Background: an optimization exercise with open tools, aiming at small area, a short achievable clock period and few clock cycles. Do not read the settings as production practice.
The RTL was checked by simulation tests, not by an equivalence proof against the original design.
Power figures rest on the tool's default switching activity, not on a simulated workload.

## msrcc
module msrcc (
    input  wire       clk,
    input  wire       rst,           
    input  wire       bus_valid,
    input  wire       bus_we,
    input  wire [9:0] bus_addr,
    input  wire [7:0] bus_wdata,
    output reg        bus_ready,
    output reg  [7:0] bus_rdata
);
Size in the first run: about 31 I/O pins, about 100000 µm² of cells after synthesis.
==> flow/config.mk <==
export PLATFORM = sky130hd
export DESIGN_NAME = msrcc
export DESIGN_NICKNAME = msrcc
export VERILOG_FILES = /design/flow/design.v
export SDC_FILE = /design/flow/constraint.sdc
export NUM_CORES = 4
export LEC_CHECK = 0
export CAP_MARGIN = 20
export CORE_MARGIN = 2
export CORE_UTILIZATION = 40
export CTS_CLUSTER_DIAMETER = 60
export CTS_CLUSTER_SIZE = 28
export PLACE_DENSITY = 0.6
export SETUP_SLACK_MARGIN = 3.8
export SLEW_MARGIN = 20
==> flow/constraint.sdc <==
create_clock -name core_clock -period 8.0 [get_ports {clk}]
set_input_delay 1.6000 -clock core_clock [delete_from_list [all_inputs] [get_ports {clk}]]
set_output_delay 1.6000 -clock core_clock [all_outputs]
set_load 0.01 [all_outputs]
run.sh (not shown) runs the stock make flow with config.mk's settings and CLKGATE_MAP_FILE= SYNTH_SCRIPT=/design/flow/synth_recipe.tcl, a recipe that flattens the netlist after the stock synthesis.
The first run ran to the end with no violations.
Testbench counts at the start, summed over its fixed seeds: cycles 63,721.
==> next run, changes <==
--- a/flow/design.v
+++ b/flow/design.v
@@ -160,14 +160,18 @@
     wire acc_rd  = bus_valid & ~bus_we & ~busy;
     wire a_cmd   = (bus_addr == A_CMD);
     wire a_bufr  = bus_addr[9] ^ bus_addr[8];
     wire a_ibuf  = (bus_addr[9:8] == 2'd1);
     wire cmd_ex  = acc_wr & a_cmd & ~run;
     wire cmd_go  = cmd_ex & ~wcmd_ill & ~wcmd_badw & wcmd_buf;
-    wire lo_hit  = (bus_addr[PB-1:0] == ~gn);
+    wire lo_eq   = (bus_addr[PB-2:0] == ~gn[PB-2:0]);
+    wire hi_eq   = (bus_addr[PB-1] == ~gn[PB-1]);
+    wire lo_hit  = lo_eq & (hi_eq | ~(run & bg));
     wire ibuf_wr = acc_wr & a_ibuf & lo_hit;
+    wire ibuf_w0 = ibuf_wr & hi_eq;      
+    wire ibuf_wh = ibuf_wr & ~hi_eq;     
     reg  [9:0] pan;
     reg  [7:0] rq;
     reg        mc;                   
     reg        cr;                   
     wire p_hit   = (bus_addr == ~pan);
     wire [19:0] wsel;
@@ -200,17 +204,21 @@
             wire [7:0] y_s;
             msrcc_xform u_x (.x(it), .sel(run_sel), .y(y_s), .ok(), .pm());
             wire hi_lt = lim_gt[s];
             wire hi_eq = lim_oh[s];
             wire lt    = hi_lt | (hi_eq & glt);       
             wire eq    = hi_eq & geq;                 
-            wire iwe   = ibuf_wr & (bus_addr[7:PB] == s);
+            wire iwe   = ibuf_w0 & (bus_addr[7:PB] == s);
+            wire iwh   = ibuf_wh & (bus_addr[7:PB] == s);
+            wire [8*P-1:0] ir_sh = {(iwe ? bus_wdata : it), ir[8*P-1:8]};
             wire wlt   = wpass & lt;                       
             wire keep  = ~(wpass & (lt | (rf_dec & eq)));  
             always @(posedge clk) begin
-                ir  <= {(iwe ? bus_wdata : it), ir[8*P-1:8]};
+                ir  <= {ir_sh[8*P-1:8*(P/2)],
+                        (iwh ? bus_wdata : ir_sh[8*(P/2-1) +: 8]),
+                        ir_sh[8*(P/2-1)-1:0]};
                 orb <= {(({8{wlt}} & y_s) | ({8{keep}} & ot)), orb[8*P-1:8]};
             end
             assign inext2[8*s +: 8] = ir[23:16];
             assign onext2[8*s +: 8] = orb[23:16];
         end
     endgenerate
=>
- cell count grows by about 2.7%
- global-route usage went up by 0.24 points
- via count goes up by about 3.4%
- worst setup slack gets worse by 240 ps
- power is about the same
- sequential share of layout area goes down by 1.2 points
- clock-buffer cell count went down by 9
- combinational power goes up by about 3%
- worst hold slack is about the same
- die area climbs by about 1.7%
- non-clock buffer count falls by 5
- routed wire length goes up by 3.6%
- critical path depth rose by 1
- synthesized area increases by about 1.7%
Testbench counts after the change, summed over its fixed seeds: cycles 62,089.

afterwards: timing with drivers on the ports:
No port has a modelled driver above. Below, the same layouts with a new extraction and two added sets of constraints.
Step 1 sets driving cells, clkbuf_16 on the clock port and buf_2 on the other inputs (assumed; they add their load-dependent delay and slew).
Step 2 also shifts input and output timing later by t, the mid clock arrival at the registers, as if the neighbouring blocks saw the same clock.
a / b / c = no drivers / after step 1 / after step 2; a / b = the first two.
run | shift t [ns] | slack for setup (ns) | worst setup path after step 2 | latest minus earliest clock arrival (ns)
the first run | 0.949 | 3.659 / 3.600 / 2.998 | input to register | 0.048 / 0.048
the second run | 0.956 | 3.422 / 3.373 / 2.910 | input to register | 0.061 / 0.062
After both steps setup and hold are still met in every run listed. For the first run, which loses most, drivers alone change the setup slack by -0.059 ns; drivers and shift together by -0.661 ns.
